Source: an optimization exercise on an open RTL-to-GDS flow (aim: small area, a short achievable clock period and few clock cycles per item). Production flows keep margins and buffers that such runs may drop.
In this exercise RTL edits were held to simulation tests only and were not proved equivalent to the original.
No activity file was given, so power comes from the tool's default toggle rates.

[constraint.sdc]
create_clock -name core_clock -period 10.0 [get_ports {clk}]
set_input_delay 2.0000 -clock core_clock [delete_from_list [all_inputs] [get_ports {clk}]]
set_output_delay 2.0000 -clock core_clock [all_outputs]
set_load 0.01 [all_outputs]
[config.mk]
export PLATFORM = sky130hd
export DESIGN_NAME = lzw_enc
export DESIGN_NICKNAME = lzw_enc
export VERILOG_FILES = /design/flow/design.v
export SDC_FILE = /design/flow/constraint.sdc
export NUM_CORES = 4
export LEC_CHECK = 0
export ABC_CLOCK_PERIOD_IN_PS = 3000
export CAP_MARGIN = 30
export CORE_MARGIN = 2
export CORE_UTILIZATION = 40
export SLEW_MARGIN = 20
[flow/run.sh]
#!/bin/bash
set -o pipefail
bash standard.sh SETUP_SLACK_MARGIN=7 finish > flow_standard.log 2>&1
[standard.sh]
#!/bin/bash
# synth_recipe.tcl (not shown) runs the flow's synth.tcl, then flattens the netlist and writes it again
# the make line also repeats each setting of config.mk as NAME=value (left out here)
make -C /OpenROAD-flow-scripts/flow DESIGN_CONFIG=/design/flow/config.mk WORK_HOME=/design/flow/orfs CLKGATE_MAP_FILE= SYNTH_SCRIPT=/design/flow/synth_recipe.tcl "${@:-finish}"
[design.v]
module lzw_enc (
    input  wire        clk,
    input  wire        rst,             
    input  wire        in_valid,
    output wire        in_ready,
    input  wire [7:0]  in_data,
    input  wire        in_last,         
    output wire        out_valid,
    input  wire        out_ready,
    output wire [11:0] out_code,
    output wire        out_last,        
    output wire [15:0] out_dict_size    
);
    localparam integer NDYN = 256;       
    reg [8:0] ib0, ib1;                  
    reg       ib0_v, ib1_v;
    reg       in_rdy_q;
    assign in_ready = in_rdy_q;
    wire      in_acc = in_valid && in_rdy_q;
    reg [19:0] oq0, oq1, oq2;            
    reg [1:0]  oq_n;
    reg        oq_v;                     
    wire       oq_pop = oq_v && out_ready;
    assign out_valid     = oq_v;
    assign out_code      = {3'd0, oq0[8:0]};
    assign out_dict_size = {6'd0, oq0[18:9]};
    assign out_last      = oq0[19];
    reg [8:0]  cur;                      
    reg [8:0]  cur_n;                    
    reg [7:0]  b_n;                      
    reg        have_cur;
    reg [8:0]  cnt;                      
    wire       full = cnt[8];
    wire       step = ib0_v && !oq_n[1];
    wire [7:0] b    = ib0[7:0];
    wire       bl   = ib0[8];
    reg [8:0]  ent_p [0:NDYN-1];
    reg [7:0]  ent_b [0:NDYN-1];
    reg  [15:0]  vh_gt, vh_eq, vl_gt;
    wire [255:0] ent_valid;
    genvar g;
    generate
        for (g = 0; g < NDYN; g = g + 1) begin : g_v
            assign ent_valid[g] = vh_gt[g/16] || (vh_eq[g/16] && vl_gt[g%16]);
        end
    endgenerate
    reg [NDYN-1:0] match;
    integer k;
    always @(*) begin
        for (k = 0; k < NDYN; k = k + 1)
            if (k < NDYN/2)
                match[k] = ent_valid[k] && ent_p[k] == cur && ent_b[k] == b;
            else
                match[k] = ent_valid[k] && ent_p[k] == ~cur_n && ent_b[k] == ~b_n;
    end
    reg [15:0] gh;
    reg [3:0]  gi [0:15];
    reg [7:0]  hit_idx;
    integer j, m;
    always @(*) begin
        for (j = 0; j < 16; j = j + 1) begin
            gh[j] = |match[16*j +: 16];
            gi[j] = 4'd0;
            for (m = 0; m < 16; m = m + 1)
                if (match[16*j + m]) gi[j] = gi[j] | m[3:0];
        end
        hit_idx = 8'd0;
        for (j = 0; j < 16; j = j + 1) begin
            if (gh[j]) hit_idx[7:4] = hit_idx[7:4] | j[3:0];
            hit_idx[3:0] = hit_idx[3:0] | gi[j];
        end
    end
    wire hit = |gh;
    wire wr = step && have_cur && !full;
    generate
        for (g = 0; g < NDYN; g = g + 1) begin : g_ent
            always @(posedge clk) begin
                if (wr && cnt[7:0] == g) begin
                    ent_p[g] <= cur;
                    ent_b[g] <= b;
                end
            end
        end
    endgenerate
    wire [9:0] dsz_now  = {cnt[8], ~cnt[8], cnt[7:0]};           
    wire [8:0] cnt_inc  = cnt + {8'd0, !full};
    wire [9:0] dsz_miss = {cnt_inc[8], ~cnt_inc[8], cnt_inc[7:0]};
    reg [15:0] ih_gt, ih_eq, il_gt;
    integer q;
    always @(*) begin
        for (q = 0; q < 16; q = q + 1) begin
            ih_gt[q] = cnt_inc[8] || (q < cnt_inc[7:4]);
            ih_eq[q] = !cnt_inc[8] && (q == cnt_inc[7:4]);
            il_gt[q] = (q < cnt_inc[3:0]);
        end
    end
    wire       miss   = have_cur && !hit;
    wire [7:0]  pa_lo = hit_idx | ((have_cur ? cur[7:0] : b) & {8{!hit}});
    wire        pa_hi = have_cur && (hit || cur[8]);
    wire [19:0] pa    = {!have_cur || hit, (have_cur ? dsz_now : 10'd256), pa_hi, pa_lo};
    wire [19:0] pb    = {1'b1, dsz_miss, 1'b0, b};
    wire        pa_v  = step;
    wire        pb_v  = step && bl;
    reg [8:0] ib0_nx, ib1_nx;
    reg       ib0_v_nx, ib1_v_nx;
    always @(*) begin
        ib0_nx = ib0; ib1_nx = ib1; ib0_v_nx = ib0_v; ib1_v_nx = ib1_v;
        case ({ib_pop, in_acc})
            2'b01: begin
                if (!ib0_v) begin ib0_nx = {in_last, in_data}; ib0_v_nx = 1'b1; end
                else        begin ib1_nx = {in_last, in_data}; ib1_v_nx = 1'b1; end
            end
            2'b10: begin
                ib0_nx = ib1; ib0_v_nx = ib1_v; ib1_v_nx = 1'b0;
            end
            2'b11: begin
                if (ib1_v) begin ib0_nx = ib1; ib1_nx = {in_last, in_data}; end
                else       begin ib0_nx = {in_last, in_data}; end
            end
            default: ;
        endcase
    end
    wire [1:0] oq_m   = oq_n - {1'b0, oq_pop};
    wire [1:0] oq_h   = oq_m + {1'b0, step && bl};
    wire [1:0] oq_nx  = (step && miss) ? oq_h + 2'd1 : oq_h;
    wire       ib_pop = step;
    always @(posedge clk) begin
        if (rst) begin
            ib0_v    <= 1'b0;
            ib1_v    <= 1'b0;
            in_rdy_q <= 1'b1;
            oq_n     <= 2'd0;
            oq_v     <= 1'b0;
            have_cur <= 1'b0;
            cnt      <= 9'd0;
            vh_gt    <= 16'd0;
            vh_eq    <= 16'd1;
            vl_gt    <= 16'd0;
        end else begin
            ib0   <= ib0_nx;
            b_n   <= ~ib0_nx[7:0];
            ib0_v <= ib0_v_nx;
            ib1   <= ib1_nx;
            ib1_v <= ib1_v_nx;
            in_rdy_q <= !(ib1_v ? !ib_pop || in_acc : ib0_v && !ib_pop && in_acc);
            oq_n <= oq_nx;
            oq_v <= (oq_nx != 2'd0);
            if (oq_pop) begin
                oq0 <= oq1;
                oq1 <= oq2;
            end
            if (pa_v) begin
                case (oq_m)
                    2'd0: oq0 <= pa;
                    2'd1: oq1 <= pa;
                    default: oq2 <= pa;
                endcase
            end
            if (pb_v) begin
                case (oq_m)
                    2'd0: oq1 <= pb;
                    default: oq2 <= pb;
                endcase
            end
            if (step) begin
                if (bl) begin
                    have_cur <= 1'b0;
                    cnt      <= 9'd0;
                    vh_gt    <= 16'd0;
                    vh_eq    <= 16'd1;
                    vl_gt    <= 16'd0;
                end else begin
                    have_cur <= 1'b1;
                    if (miss) begin
                        cnt   <= cnt_inc;
                        vh_gt <= ih_gt;
                        vh_eq <= ih_eq;
                        vl_gt <= il_gt;
                    end
                end
                cur   <= {hit, hit_idx | (b & {8{!hit}})};
                cur_n <= ~{hit, hit_idx | (b & {8{!hit}})};
            end
        end
    end
endmodule
==> impl_metrics.ini, run 1 <==
[run_status]
outcome = no timing/DRC/antenna violations

[logic_synthesis]
synth_flop_cell = edfxtp_1
ys_async_sr_fraction_pct = 0
synth-edff-count = 4456
synthDistinctLibCells = 66
syn_inst = 12592
ys_seq_area_share_pct = 69.3
avgSynthCellArea_sq_um = 15.5
synth_area_sq_um = 195000
yosysWarnings = 4
ys_ff_latch = 4517

[setup_path]
cp-start-kind = flop
slowest_delay_ns = 0.51
crit_type = flop to flop
worstSetupEndpointType = flop
crit_required_ns = 10.98
crit_chain = buf_8 > buf_6 > buf_16 > xnor2_1 > nor4_1 > nand3_1 > o22ai_2 > buf_6 > nor4_4 > buf_4 > nand4_1 > nor4_4 > and4_4 > nand3_4 > buf_16 > or3_4 > a21oi_2
crit_buf_inv = 6
slowest_stage = nor4_4
cpLargestDelayFamily = simple AND/OR/NAND/NOR gates
cp_max_fo = 13
arrival_ns = 5.38

[final_layout]
nets = 13648
fin_area_sq_um = 234000
layout.cells.non_filler = 20479
drive_above_1_share_pct = 17.2
area_delta_synth_final_pct = 20.3

[clocking]
clock_sinks = 4517
cts_made_buffers = 452
clockBufferDepth = 4
cts_root_buf = clkbuf_16
clkTransAtPathRegs_ns = 0.06
ctsHoldBuffers = 0
clk_latency_ns = 1.08
cts_max_level = 5
cts_tree = done

[route]
wl_per_cell_um = 35.7
drt-pass1-iter-count = 6
ant_nets = 0
via_per_inst = 5.90
drc = 0
vias = 120780
drt_iter0_drc = 19581
routed_wirelength_mm = 731

[global_routing]
grt_max_degree = 105
grt_pass1_wl_mm = 967
grtUsageTotal_pct = 28.5
grt_overflow = 0
antenna_found_initial = 88
grt_pass1_vias = 111103

[placement]
routabilityCongestion = 0.871
numPortBuffers = 34
dp_cells = 18984
place_ws_ns = 3.81
place_area_sq_um = 205000
post-dp-hpwl_mm = 318

[timing]
finalHoldViolations = 0
final_max_slew_viol_count = 0
rsz0062_at_grt = yes
setup_slack_ns = 5.60
skew_ns = 0.0676
fin_crit_ns = 4.40
setup_viol = 0
max_freq_mhz = 227
post-route-period-util_pct = 44.0
slew_headroom_pct = 28.5
tns_ns = 0
worst_pin_slew_ns = 1.07

[min_path]
holdCritPathClass = flop to flop

[floorplanning]
die_x_um = 702
die_area_sq_um = 493000
start_util_pct = 40.1
ios = 44
die_h_um = 702
rows = 256
core_sq_um = 486000

[pwr]
ir_drop_mv = 0.213
fin_total_pwr_mw = 52.4
power.density_nw_per_um2 = 224
leakage_nw = 75.9

[job]
max_cap_violations = 0
## cell families after synthesis
family / synth area share, %
flops: 69.3
xor+xnor: 19.6
simple gates: 6.55
buf+inv: 2.55
compound gates: 1.71
mux: 0.186
fa+ha+maj: 0.0514
other cells: 0.00193
## what timing repair did
item,4_1_cts,5_1_grt
gates cloned,187,22
setup buffers,321,108
resized for setup,1011,251
pin swaps,111,114
setup endpoints to repair,3163,1698
## flip-flops by register name (all words and copies together), names as in the netlist, 14 cells and up
name / cells
oq2: 20
oq1: 20
oq0: 20
ent_p: 2304
vl_gt: 14
vh_eq: 16
vh_gt: 16
ent_b: 2048
## area by class of cell
type	count	area, sq um
clock buffers	565	11900
inverters	29	128
flip-flops and latches	4517	135000
repair buffers	1256	18100
well taps	6450	8070
fillers	40913	251000
multi-input cells	7371	58900
diodes	30	75.1
clock inverters	261	2120
## cells in the final DEF (no fill, tap or decap), drive strengths merged, types with 36 or more instances in the layout
cell,Yosys,layout
edfxtp,4456,4456
xor2,2243,2243
xnor2,2125,2125
buf,530,1091
nor4,1033,1033
clkbuf,164,587
nand3,502,509
nor2,440,441
a21oi,277,277
clkinv,2,219
bufbuf,0,132
nand2,127,129
nand4,118,118
o22ai,98,98
o21ai,91,91
dfxtp,61,61
nor3,58,59
inv,27,36
## where the power goes
| group | switching [mW] | internal, mW | leakage, nW |
|---|---|---|---|
| Combinational | 8.77 | 4.83 | 28.3 |
| Sequential | 0.158 | 22.0 | 40.7 |
| Clock | 7.52 | 9.05 | 6.86 |
## metal layers
layer	up-vias	part of all wire [%]	GRT usage (%)
li1	48237	-	-
met1	62423	38	39.0
met2	8335	44	42.8
met3	1739	13	7.06
met4	46	5.7	13.4
met5	-	0.041	0
## worst min-delay path, delay by kind of cell (launching register included)
kind / cells / cell delay [ns]
flip-flops: 1 / 0.32
AO/OA/AOI/OAI: 1 / 0.05
AND/OR/NAND/NOR: 1 / 0.05
## cells in the mapped netlist, drive strengths merged (3+ instances only)
library cell,instances,area (sq um)
o31ai,11,82.6
nor2b,6,37.5
nor3b,4,30.0
ha,8,100
or3,7,43.8
inv,27,101
a31oi,11,68.8
nor3,58,290
nand3b,4,30.0
nand2b,5,31.3
xor2,2243,19600
and3,19,119
mux2i,26,260
dfxtp,61,1220
a21o,18,135
nand3,502,2530
a22oi,10,75.1
nand2,127,477
a311oi,9,78.8
nor4,1033,6490
xnor2,2125,18600
o41ai,6,52.6
clkbuf,164,616
and2,19,119
buf,530,4240
a31o,3,26.3
a22o,7,61.3
or4,6,45.0
a21oi,277,1390
nor2,440,1650
o22ai,98,613
a41oi,5,43.8
o21ai,91,455
edfxtp,4456,134000
or2,4,25.0
a211oi,21,158
nand4,118,738
mux2,9,101
## stage by stage
| step | hold WS, ns | util [%] |
|---|---|---|
| finish | 0.464 | 48.3 |
| global placement | 0.449 | 42.0 |
| detailed placement | 0.453 | 42.1 |
| global route | 0.480 | 48.2 |
| floorplan | 0.503 | - |
| CTS | 0.462 | 47.7 |
## path summary, 6_finish.rpt
path            start        to  slack, ns  depth (start not counted)
max            b_n[3]   oq_n[1]       5.60                         17
min          vh_gt[8]  vh_gt[8]       0.46                          2
max reg2reg    b_n[3]   oq_n[1]       5.60                         17
min reg2reg  vh_gt[8]  vh_gt[8]       0.46                          2
Testbench counts, summed over its fixed seeds: cycles 136,094, bytes 136,035.
==> inputs of run 2 (changes only) <==
==> flow/run.sh (replaced) <==
#!/bin/bash
set -o pipefail
bash standard.sh SETUP_SLACK_MARGIN=6.5 TNS_END_PERCENT=10 finish > flow_standard.log 2>&1
==> impl_metrics.ini, run 2 <==
[placement]
post-dp-hpwl_mm = 321
routabilityCongestion = 0.891
dp_cells = 19010
numPortBuffers = 34
place_area_sq_um = 204000

[min_path]
min_from = vh_eq[15]
holdPathEnd = vh_eq[15]
holdCritPathClass = flop to flop
min_path_cells = 2

[floorplanning]
core_sq_um = 486000
die_area_sq_um = 493000
start_util_pct = 40.1
ios = 44
die_x_um = 702
die_h_um = 702
rows = 256

[route]
wl_met2_mm = 326
ant_nets = 0
drt_iter0_drc = 19664
wl_per_cell_um = 36.3
wl_met1_mm = 277
routed.top_layer = met5
drt-pass1-iter-count = 7
routed_wirelength_mm = 747
drc = 0
vias = 122499
via_per_inst = 5.95
wl_met3_mm = 99.2

[logic_synthesis]
synth_area_sq_um = 195000
synthDistinctLibCells = 66
synth_flop_cell = edfxtp_1
ys_seq_area_share_pct = 69.3
yosysTopAreaCellShare_pct = 68.7
syn_inst = 12592
yosysMostFrequentCell = edfxtp_1
synth_common_cells = 4456 x edfxtp_1, 2243 x xor2_1, 2125 x xnor2_1
avgSynthCellArea_sq_um = 15.5
ys_top_cells_by_area = edfxtp_1 69%, xor2_1 10%, xnor2_1 9.6%
synth_top_cell_by_area = edfxtp_1
ys_async_sr_fraction_pct = 0
ys_ff_latch = 4517
yosysWarnings = 4
synth-edff-count = 4456

[timing]
max_freq_mhz = 235
finalHoldViolations = 0
fin_crit_ns = 4.26
post-route-period-util_pct = 42.6
tns_ns = 0
final_max_slew_viol_count = 0
setup_viol = 0
slew_headroom_pct = 16.0
rsz0062_at_grt = yes
skew_ns = 0.0611
worst_pin_slew_ns = 1.25

[final_layout]
largest_reg_flops = 2304
regMostFlops = ent_p
layout_common_cells = 4456 x edfxtp_1, 2222 x xor2_1, 2081 x xnor2_1
reg_top3 = ent_p (2304), ent_b (2048)
layout_commonest_cell = edfxtp_1
drive_above_1_share_pct = 17.5
area_delta_synth_final_pct = 21.3
nets = 13748
layout.cells.non_filler = 20600
fin_area_sq_um = 236000

[setup_path]
slowest_delay_ns = 0.47
r2r_start = cur_n[7]
arrival_ns = 5.24
r2r_slack_ns = 5.74
worstSetupEndpointType = flop
cp_max_fo = 12
r2r_end = vh_gt[12]
crit_chain = buf_4 > bufbuf_16 > xnor2_2 > nor4_1 > nand3_1 > o22ai_4 > nor4_4 > nand4_1 > nor4_4 > and4_4 > nand3_4 > buf_12 > buf_6 > buf_16 > a211oi_2 > a31o_1
cp-start-kind = flop
cpMostUsedCell = nor4_4
crit_required_ns = 10.98
reg2reg_depth = 16
slowest_stage = edfxtp_1
crit_type = flop to flop

[clocking]
cts_made_buffers = 457
clockBufferDepth = 4
cts_tree = done
clk_latency_ns = 1.06
clkTransAtPathRegs_ns = 0.06
cts_max_level = 5
clock_sinks = 4517
cts_root_buf = clkbuf_16

[global_routing]
grt_pass1_wl_mm = 986
grt_overflow = 0
grtUsageTotal_pct = 29.2
grt_max_degree = 105
antenna_found_initial = 62
grt_pass1_vias = 112052

[pwr]
power.density_nw_per_um2 = 225
leakage_nw = 76.9
ir_drop_mv = 0.170

[run_status]
outcome = no timing/DRC/antenna violations

[job]
max_cap_violations = 0
-- run 2: cell counts after synthesis --
No cell type changed its count.
-- run 2: metrics by stage --
step	hold slack, ns	util (%)	setup slack, ns	power (mW)
6_report	0.465	48.7	5.74	53.1
5_1_grt	0.491	48.6	5.78	54.0
4_1_cts	0.461	48.0	6.04	52.3
3_5_place_dp	0.453	42.1	3.67	31.8
3_3_place_gp	0.458	42.0	3.60	31.7
2_1_floorplan	0.503	-	3.73	28.9
-- run 2: logic make-up (layout without fill, tap and decap cells) --
kind of cell / count (synthesis) / after routing / share of synthesized area [%]
compound gates: 579 / 579 / 1.71
xor+xnor: 4368 / 4368 / 19.6
fa+ha+maj: 8 / 8 / 0.0514
buf+inv: 723 / 2222 / 2.55
flops: 4517 / 4517 / 69.3
mux: 35 / 35 / 0.186
other cells: 1 / 56 / 0.00193
simple gates: 2361 / 2365 / 6.55
-- run 2: cell type report --
class / instances / area (sq um)
Inverter: 29 / 133
Sequential cell: 4517 / 135000
Timing Repair Buffer: 1358 / 19900
Tap cell: 6450 / 8070
Clock inverter: 272 / 2300
Fill cell: 40620 / 249000
Antenna cell: 47 / 118
Multi-Input combinational cell: 7364 / 58700
Clock buffer: 563 / 12000
-- run 2: metal layers --
metal  track usage, %  vias to the layer above
li1                 -                    48477
met1             39.4                    63010
met2             43.9                     9084
met3             7.57                     1894
met4             14.1                       34
met5                0                        -
-- run 2: worst max-delay path: cells and delay by family (launching register included) --
| family | cells | cell delay (ns) |
|---|---|---|
| buffers and inverters | 5 | 0.98 |
| and+or+nand+nor | 7 | 2.05 |
| AOI/OAI and AO/OA | 3 | 0.48 |
| xor gates and xnor gates | 1 | 0.18 |
| DFF | 1 | 0.47 |
-- run 2: worst max-delay path by stage --
stage / startpoint / to / slack [ns] / cells after the start
2_1_floorplan: cur[6] / oq1[1] / 3.73 / 14
3_3_place_gp: ib0[6] / vh_eq[0] / 3.60 / 14
3_5_place_dp: ib0[6] / vh_eq[0] / 3.67 / 14
4_1_cts: in_rdy_q / in_ready / 6.04 / 1
5_1_grt: cur[8] / oq2[2] / 5.78 / 16
6_report: cur_n[7] / vh_gt[12] / 5.74 / 16
-- run 2: where the power goes --
part,internal (mW),switching (mW),leakage (nW),total [mW]
logic,5.08,9.00,29.1,14.1
clock network,9.34,7.52,7.03,16.9
registers,22.0,0.147,40.7,22.2
-- run 2: what timing repair did --
item / in CTS / in global routing
pin swaps: 105 / 122
gates resized for setup: 925 / 305
setup endpoints to repair: 4190 / 799
gates cloned: 209 / 23
buffers inserted: 356 / 119
hold buffers: 0 / 0
==> inputs of run 3 (changes only) <==
--- a/config.mk
+++ b/config.mk
@@ -9,4 +9,4 @@
 export CAP_MARGIN = 30
 export CORE_MARGIN = 2
-export CORE_UTILIZATION = 40
+export CORE_UTILIZATION = 35
 export SLEW_MARGIN = 20
==> impl_metrics.ini, run 3 <==
[run_status]
outcome = no timing/DRC/antenna violations

[setup_path]
crit_chain = buf_6 > buf_16 > buf_16 > buf_4 > xnor2_2 > nor4_2 > nand3_2 > nor2_4 > nor4_4 > nand4_1 > nor4_4 > nand3_2 > or3_1 > a22o_1
reg2reg_depth = 14
cp_max_fo = 7
cp-start-kind = flop
crit_type = flop to flop
slowest_stage = nand4_1
crit_buf_inv = 4
cpLargestDelayFamily = simple AND/OR/NAND/NOR gates
slowest_delay_ns = 0.68
crit_required_ns = 10.83
arrival_ns = 5.01
cp.depth = 14
worstSetupEndpointType = flop

[floorplanning]
die_area_sq_um = 563000
start_util_pct = 35.1
die_h_um = 750
ios = 44
die_x_um = 750
core_sq_um = 556000
rows = 274

[timing]
tns_ns = 0
finalHoldViolations = 0
worst_pin_slew_ns = 1.11
setup_viol = 0
final_max_slew_viol_count = 0
fin_crit_ns = 4.18
skew_ns = 0.0862
slew_headroom_pct = 25.7
rsz0062_at_grt = yes
post-route-period-util_pct = 41.8
max_freq_mhz = 239

[route]
drt-pass1-iter-count = 7
via_per_inst = 5.68
wl_per_cell_um = 34.7
vias = 123047
drc = 0
routed_wirelength_mm = 753
drt_iter0_drc = 19362
ant_nets = 0

[clocking]
cts_tree = done
cts_max_level = 5
cts_made_buffers = 454
clock_sinks = 4517
clk_latency_ns = 1.11
clkTransAtPathRegs_ns = 0.06
cts_root_buf = clkbuf_16
clockBufferDepth = 4

[global_routing]
use_met2_pct = 38.5
grt_overflow = 0
grt_most_used_layer = met2
grtUsageTotal_pct = 25.6
antenna_found_initial = 71
met1_usage_pct = 34.5
grt_max_degree = 120
use_met3_pct = 6.92
grt_pass1_vias = 112417
grt_pass1_wl_mm = 996

[logic_synthesis]
yosysTopAreaCellShare_pct = 68.7
synth_flop_cell = edfxtp_1
synth-edff-count = 4456
ys_ff_latch = 4517
ys_async_sr_fraction_pct = 0
synth_top_cell_by_area = edfxtp_1
synth_common_cells = 4456 x edfxtp_1, 2243 x xor2_1, 2125 x xnor2_1
synthDistinctLibCells = 66
synth_area_sq_um = 195000
yosysWarnings = 4
ys_top_cells_by_area = edfxtp_1 69%, xor2_1 10%, xnor2_1 9.6%
avgSynthCellArea_sq_um = 15.5
yosysMostFrequentCell = edfxtp_1
ys_seq_area_share_pct = 69.3
syn_inst = 12592

[pwr]
ir_drop_mv = 0.177
fin_total_pwr_mw = 53.6
leakage_nw = 77.9
power.density_nw_per_um2 = 224

[job]
max_cap_violations = 0

[min_path]
holdCritPathClass = flop to flop
min_path_cells = 2

[placement]
routabilityCongestion = 0.861
numPortBuffers = 34
post-dp-hpwl_mm = 320
dp_cells = 20002

[final_layout]
layout_common_cells = 4456 x edfxtp_1, 2226 x xor2_1, 2053 x xnor2_1
area_delta_synth_final_pct = 23.0
layout_commonest_cell = edfxtp_1
regMostFlops = ent_p
layout.cells.non_filler = 21680
drive_above_1_share_pct = 18.6
nets = 13837
largest_reg_flops = 2304
reg_top3 = ent_p (2304), ent_b (2048)
## run 3: cell counts after synthesis
No cell type changed its count.
## run 3: worst register-to-register path, delay by kind of cell, from the launching register on
| family | cells | cell delay [ns] |
|---|---|---|
| buf+inv | 4 | 0.72 |
| compound gates | 1 | 0.19 |
| xor+xnor | 1 | 0.17 |
| simple gates | 8 | 2.39 |
| flops | 1 | 0.44 |
## run 3: metrics by stage
stage	util, %	instance area, sq um	hold slack, ns	setup WS (ns)
floorplan	-	195000	0.503	3.73
global placement	36.9	205000	0.452	3.23
detailed placement	37.0	206000	0.449	4.06
CTS	42.6	237000	0.464	6.06
global route	43.1	240000	0.492	5.79
finish	43.1	240000	0.472	5.82
## run 3: path summary, 6_finish.rpt
check             startpoint        end  slack (ns)
setup / recovery    cur_n[3]     oq2[1]        5.82
hold / removal     vh_eq[12]  vh_eq[12]        0.47
setup reg to reg    cur_n[3]     oq2[1]        5.82
hold reg to reg    vh_eq[12]  vh_eq[12]        0.47
## run 3: layout make-up
class	instances	area, sq um
antenna	25	62.6
clock buffer	569	11900
clock inverter	274	2230
fill	48574	316000
inverter	29	129
multi-input combinational	7361	59300
sequential	4517	135000
tap	7452	9320
timing repair buffer	1453	21600
## run 3: what timing repair did
item	in CTS	in global routing
gates resized for setup	1143	255
setup endpoints to repair	3779	1313
gates cloned	228	24
hold buffers	0	0
buffers inserted	458	99
pin swaps	197	96
## run 3: power by group
| group | internal, mW | switching, mW |
|---|---|---|
| clock network | 9.22 | 7.54 |
| registers | 22.0 | 0.164 |
| logic | 5.44 | 9.19 |
| total | 36.7 | 16.9 |
## run 3: metal layers
layer | up-vias | part of all wire (%)
met4 | 28 | 5.9
met5 | - | 0.025
met2 | 8796 | 43
met3 | 1804 | 14
li1 | 48643 | -
met1 | 63776 | 37
## run 3: kinds of logic (layout without fill, tap and decap cells)
family	Yosys count	after routing	share of synthesized area, %
XOR/XNOR	4368	4368	19.6
adder cells (fa/ha/maj)	8	8	0.0514
flip-flops	4517	4517	69.3
AND/OR/NAND/NOR	2361	2362	6.55
buffers and inverters	723	2325	2.55
other	1	34	0.00193
AO/OA/AOI/OAI	579	579	1.71
multiplexers	35	35	0.186
==> inputs of run 4 (changes only) <==
==> flow/run.sh (replaced) <==
#!/bin/bash
set -o pipefail
bash standard.sh SETUP_SLACK_MARGIN=7.5 TNS_END_PERCENT=5 finish > flow_standard.log 2>&1
--- a/config.mk
+++ b/config.mk
@@ -9,4 +9,4 @@
 export CAP_MARGIN = 30
 export CORE_MARGIN = 2
-export CORE_UTILIZATION = 35
+export CORE_UTILIZATION = 40
 export SLEW_MARGIN = 20
==> impl_metrics.ini, run 4 <==
[clocking]
clock_sinks = 4517
clk_latency_ns = 1.06
cts_made_buffers = 453
cts_tree = done
clkTransAtPathRegs_ns = 0.06
cts_root_buf = clkbuf_16
cts_max_level = 5
clockBufferDepth = 4
ctsHoldBuffers = 0

[timing]
rsz0062_at_grt = yes
setup_viol = 0
max_freq_mhz = 236
skew_ns = 0.0935
post-route-period-util_pct = 42.4
fin_crit_ns = 4.24
finalHoldViolations = 0
slew_headroom_pct = 13.6
worst_pin_slew_ns = 1.30
hold_slack_ns = 0.481
tns_ns = 0
setup_slack_ns = 5.76
final_max_slew_viol_count = 0

[final_layout]
largest_reg_flops = 2304
seq_area_sq_um = 135000
area_delta_synth_final_pct = 21.8
regMostFlops = ent_p
multi_input_area_sq_um = 59500
layout_commonest_cell = edfxtp_1
fillers = 40643
layout_common_cells = 4456 x edfxtp_1, 2227 x xor2_1, 2068 x xnor2_1
fin_area_sq_um = 237000
drive_above_1_share_pct = 18.7
nets = 13866
reg_top3 = ent_p (2304), ent_b (2048)

[floorplanning]
ios = 44
die_h_um = 702
core_sq_um = 486000
die_area_sq_um = 493000
die_x_um = 702
rows = 256
start_util_pct = 40.1

[logic_synthesis]
synth_flop_cell = edfxtp_1
synthDistinctLibCells = 66
avgSynthCellArea_sq_um = 15.5
synth_common_cells = 4456 x edfxtp_1, 2243 x xor2_1, 2125 x xnor2_1
synth_area_sq_um = 195000
ys_async_sr_fraction_pct = 0
synth_top_cell_by_area = edfxtp_1
yosysTopAreaCellShare_pct = 68.7
ys_top_cells_by_area = edfxtp_1 69%, xor2_1 10%, xnor2_1 9.6%
syn_inst = 12592
ys_seq_area_share_pct = 69.3
synth-edff-count = 4456
yosysWarnings = 4
yosysMostFrequentCell = edfxtp_1
ys_ff_latch = 4517

[global_routing]
antenna_found_initial = 62
grt_pass1_vias = 112299
grt_pass1_wl_mm = 964
grt_max_degree = 124
grtUsageTotal_pct = 28.3
grt_overflow = 0

[route]
ant_nets = 0
drt-pass1-iter-count = 6
drt_iter0_drc = 18408
via_per_inst = 5.86
wl_per_cell_um = 35.0
vias = 121185
drc = 0
routed_wirelength_mm = 723

[job]
max_cap_violations = 0

[setup_path]
worstSetupEndpointType = flop
r2r_start = b_n[0]
cp_max_fo = 27
reg2reg_depth = 13
arrival_ns = 5.05
r2r_slack_ns = 5.76
crit_required_ns = 10.81
r2r_end = oq2[1]
crit_type = flop to flop
cp-start-kind = flop

[pwr]
power.density_nw_per_um2 = 222
ir_drop_mv = 0.156
leakage_nw = 77.1

[min_path]
min_from = vh_gt[11]
holdCritPathClass = flop to flop
holdPathEnd = vh_gt[11]
min_path_cells = 2

[placement]
post-dp-hpwl_mm = 328
numPortBuffers = 34
place_area_sq_um = 204000
place_ws_ns = 4.03
routabilityCongestion = 0.864

[run_status]
outcome = no timing/DRC/antenna violations
==> run 4: timing repair <==
item,4_1_cts,5_1_grt
resized for setup,1119,373
gates cloned,189,20
setup endpoints to repair,5136,4152
buffers inserted,435,177
pin swaps,155,147
==> run 4: final cells by class <==
| type | count | area share [%] |
|---|---|---|
| flip-flops and latches | 4517 | 57.0 |
| well taps | 6450 | 3.40 |
| multi-input cells | 7371 | 25.1 |
| clock inverters | 244 | 0.816 |
| inverters | 29 | 0.0654 |
| repair inverters | 1 | 0.00686 |
| repair buffers | 1472 | 8.58 |
| clock buffers | 575 | 5.05 |
| diodes | 32 | 0.0338 |
==> run 4: how the worst max path moves through the flow <==
stage	slack (ns)	from	depth (start not counted)	to
floorplan	3.73	cur[6]	14	oq1[1]
detailed placement	4.03	cur_n[4]	13	oq2[6]
global route	5.78	b_n[0]	13	oq2[1]
CTS	5.90	b_n[5]	14	oq2[1]
global placement	3.09	cur_n[4]	13	oq_n[1]
finish	5.76	b_n[0]	13	oq2[1]
==> run 4: layer usage <==
layer / share of wire, % / up-vias / wire [um] / GRT usage [%]
met5: 0.029 / - / 209 / 0
met4: 5.8 / 26 / 42000 / 13.7
met3: 12 / 1644 / 87300 / 6.32
met2: 44 / 7949 / 320000 / 43.2
met1: 38 / 62875 / 274000 / 38.5
li1: - / 48691 / - / -
==> run 4: cell families (layout without fill, tap and decap cells) <==
family                   count (synthesis)  after routing  share of synthesized area (%)
flip-flops                            4517           4517                           69.3
XOR/XNOR                              4368           4368                           19.6
AND/OR/NAND/NOR                       2361           2372                           6.55
buffers and inverters                  723           2321                           2.55
AO/OA/AOI/OAI                          579            579                           1.71
multiplexers                            35             35                          0.186
adder cells (fa/ha/maj)                  8              8                         0.0514
other                                    1             41                        0.00193
==> run 4: critical path, cell delays in order (launching register included) <==
cell,delay (ns)
edfxtp_1,0.50
buf_6,0.19
buf_16,0.18
xnor2_1,0.25
nor4_1,0.06
nand3_1,0.13
nor2_2,0.10
nor4_4,0.27
buf_6,0.24
nand4_1,0.66
nor4_4,0.50
nand3_4,0.20
or3_1,0.40
a22o_1,0.18
==> run 4: through the flow <==
step                power [mW]  instances  util (%)
finish                    52.6      20691      48.8
global route              53.5      20664      48.8
CTS                       51.7      20459      48.1
detailed placement        31.8      19016      42.1
global placement          31.7      18989      42.0
floorplan                 28.9      12600         -
==> run 4: power by group <==
group / switching [mW] / internal, mW
Clock: 7.42 / 9.05
Sequential: 0.156 / 22.0
Combinational: 8.77 / 5.15
Total: 16.3 / 36.2

[what the ideal ports hide]
In the flow no input, the clock included, has a driving cell. The finished layouts below were timed again as built, in two steps. Step 1 sets driving cells, clkbuf_16 on the clock port and buf_2 on the other inputs (assumed; they add their load-dependent delay and slew). Step 2 times the ports against the registers' clock, not the clock port: input delays grow and output delays shrink by t, the midpoint of the rising clock arrivals with the driver on. Three values: no drivers, after step 1, after step 2; two values: the first two.
| run | shift t [ns] | slack for setup (ns) | worst setup path after step 2 | worst register clock-pin slew, ns |
|---|---|---|---|---|
| run 1 | 1.176 | 5.600 / 5.600 / 5.556 | input to register | 0.07 / 0.07 |
| run 2 | 1.150 | 5.743 / 5.743 / 5.048 | input to register | 0.07 / 0.07 |
| run 3 | 1.180 | 5.823 / 5.823 / 5.254 | input to register | 0.07 / 0.07 |
| run 4 | 1.142 | 5.760 / 5.760 / 5.491 | input to register | 0.07 / 0.07 |
After both steps every run listed still meets setup and hold. The setup slack of run 2, which loses most, moves by 0.000 ns with the drivers and by -0.695 ns with both steps.
